This is an optimization exercise on Yosys and OpenROAD, whose aim is small area and few clock cycles, not a production implementation.
Power is estimated from default activity; no workload was simulated.

Design can_codec, start of the top module:
module can_codec (
    input  wire         clk,
    input  wire         rst,
    input  wire         enc_in_valid,
    output wire         enc_in_ready,
    input  wire         enc_in_fd,
    input  wire [28:0]  enc_in_id,
    input  wire         enc_in_ext,
    input  wire         enc_in_rtr,
    input  wire         enc_in_fdf,
    input  wire         enc_in_brs,
    input  wire [7:0]   enc_in_len,
    input  wire [511:0] enc_in_data,
    output wire         enc_out_valid,
    input  wire         enc_out_ready,
    output wire [63:0]  enc_out_word,
    output wire         enc_out_last,
    output wire         enc_out_err,
    input  wire         dec_in_valid,
    output wire         dec_in_ready,
    input  wire [63:0]  dec_in_word,
    input  wire         dec_in_fd,
    output wire         dec_out_valid,
    input  wire         dec_out_ready,
    output wire         dec_out_err,
    output wire [28:0]  dec_out_id,
    output wire         dec_out_ext,
    output wire         dec_out_rtr,
    output wire         dec_out_fdf,
    output wire         dec_out_brs,
    output wire [7:0]   dec_out_len,
    output wire [511:0] dec_out_data,
    output wire [2:0]   dec_out_status,
    output wire [2:0]   dec_out_slots
);
    can_enc u_enc (
        .clk       (clk),
        .rst       (rst),
        .in_valid  (enc_in_valid),
        .in_ready  (enc_in_ready),
        .in_fd     (enc_in_fd),
        .in_id     (enc_in_id),
        .in_ext    (enc_in_ext),
        .in_rtr    (enc_in_rtr),
        .in_fdf    (enc_in_fdf),
        .in_brs    (enc_in_brs),
        .in_len    (enc_in_len),
        .in_data   (enc_in_data),
        .out_valid (enc_out_valid),
        .out_ready (enc_out_ready),
        .out_word  (enc_out_word),
        .out_last  (enc_out_last),
        .out_err   (enc_out_err)
    );
    can_dec u_dec (
        .clk        (clk),
        .rst        (rst),
        .in_valid   (dec_in_valid),
        .in_ready   (dec_in_ready),
        .in_word    (dec_in_word),
        .in_fd      (dec_in_fd),
        .out_valid  (dec_out_valid),
        .out_ready  (dec_out_ready),
        .out_err    (dec_out_err),
        .out_id     (dec_out_id),
        .out_ext    (dec_out_ext),
        .out_rtr    (dec_out_rtr),
        .out_fdf    (dec_out_fdf),
        .out_brs    (dec_out_brs),
        .out_len    (dec_out_len),
        .out_data   (dec_out_data),
  ...
Settings: LEC_CHECK=0, CAP_MARGIN=20, CORE_AREA=10 10 360 360, DIE_AREA=0 0 370 370, GPL_TIMING_DRIVEN=0, SETUP_SLACK_MARGIN=0.3, SLEW_MARGIN=20; clock period 6.0 ns.
standard.sh (not shown) runs the stock make flow with config.mk's settings and CLKGATE_MAP_FILE= SYNTH_SCRIPT=/design/flow/synth_recipe.tcl, a recipe that flattens the netlist after the stock synthesis.
==> flow/flow/run.sh <==
#!/bin/bash
# Standard ORFS layout (the standard.sh, unchanged synthesis), except:
# - the port buffers are the smallest buffer cell instead of the one
#   buffer_ports picks by itself (clkdlybuf4s50_1); every port still gets
#   its own buffer;
# - the clock tree is built from clkbuf_8 without dummy loads.
set -euo pipefail
export BUFFER_PORTS_ARGS="-buffer_cell sky130_fd_sc_hd__buf_1"
export CTS_ARGS="-sink_clustering_enable -repair_clock_nets -dont_use_dummy_load -buf_list sky130_fd_sc_hd__clkbuf_8"
bash standard.sh > standard.log 2>&1
The first run went through all stages and came out clean.
Next try:
==> flow/flow/run.sh (replaced) <==
#!/bin/bash
# Standard ORFS layout (the standard.sh, unchanged synthesis), except that
# the port buffers are the smallest buffer cell instead of the one buffer_ports
# picks by itself (clkdlybuf4s50_1). Every port still gets its own buffer.
set -euo pipefail
export BUFFER_PORTS_ARGS="-buffer_cell sky130_fd_sc_hd__buf_1"
bash standard.sh > standard.log 2>&1
=> The new run completed without violations. Worst setup slack gets worse by 22 ps. Cell area increases by 2.4%. Sequential power is about the same. Cell count stays flat. Core utilization rose by 0.59 points. Non-clock buffer count goes down by 1. Global-route usage fell by 0.11 points. Routed wire length hardly moves. Clock power grows by 44%.
Next try:
- GPL_TIMING_DRIVEN: 0 -> not set
Outcome: The new run finished with timing, DRC and antenna clean; maximum frequency climbs slightly; routed wire length drops by a few percent; worst setup slack gets better by 21 ps; core utilization falls by 0.38 points; global-route usage is lower by 1.3 points.
Next try:
==> flow/flow/run.sh (replaced) <==
#!/bin/bash
# Standard ORFS layout (the standard.sh, unchanged synthesis), except:
# - the port buffers are the smallest buffer cell instead of the one
#   buffer_ports picks by itself (clkdlybuf4s50_1); every port still gets
#   its own buffer;
# - the clock tree uses smaller buffers, larger sink clusters and no dummy
#   loads.
set -euo pipefail
export BUFFER_PORTS_ARGS="-buffer_cell sky130_fd_sc_hd__buf_1"
export CTS_ARGS="-sink_clustering_enable -repair_clock_nets -dont_use_dummy_load -buf_list {sky130_fd_sc_hd__clkbuf_4 sky130_fd_sc_hd__clkbuf_8} -sink_clustering_size 16 -sink_clustering_max_diameter 60"
bash standard.sh > standard.log 2>&1
After rerunning:
- The new run finished clean
- setup slack improves by 48 ps
- cell count is lower slightly
- core utilization came out lower by 0.94 points
- via count falls slightly
- sequential share of layout area rises by 1.9 points
- final area goes down by a few percent
Function was not checked in any run of this note: the RTL went through the layout flow alone.

## afterwards: timing with drivers on the ports
In the flow no input, the clock included, has a driving cell. The finished layouts below were timed again as built, in two steps. Step 1: set_driving_cell puts a clkbuf_16 on clk and a buf_2 on each other input, an assumption about the parent block. Step 2 moves the port delays by t, midway between the first and last clock arrival at a register: inputs arrive t later, outputs are due t later. That takes back most of the time a late clock gives input paths. Slacks: ideal / step 1 / step 2; pairs: ideal / step 1.
run	t (ns)	setup slack, ns	worst data-port slew with drivers (ns)
the first run	0.735	0.342 / 0.290 / 0.290	0.36
the second run	0.674	0.320 / 0.281 / 0.281	0.32
the third run	0.666	0.340 / 0.285 / 0.285	0.29
the fourth run	0.682	0.388 / 0.328 / 0.328	0.29
After both steps setup and hold are still met in every run listed. The setup slack of the fourth run, which loses most, moves by -0.060 ns with the drivers and by -0.060 ns with both steps.
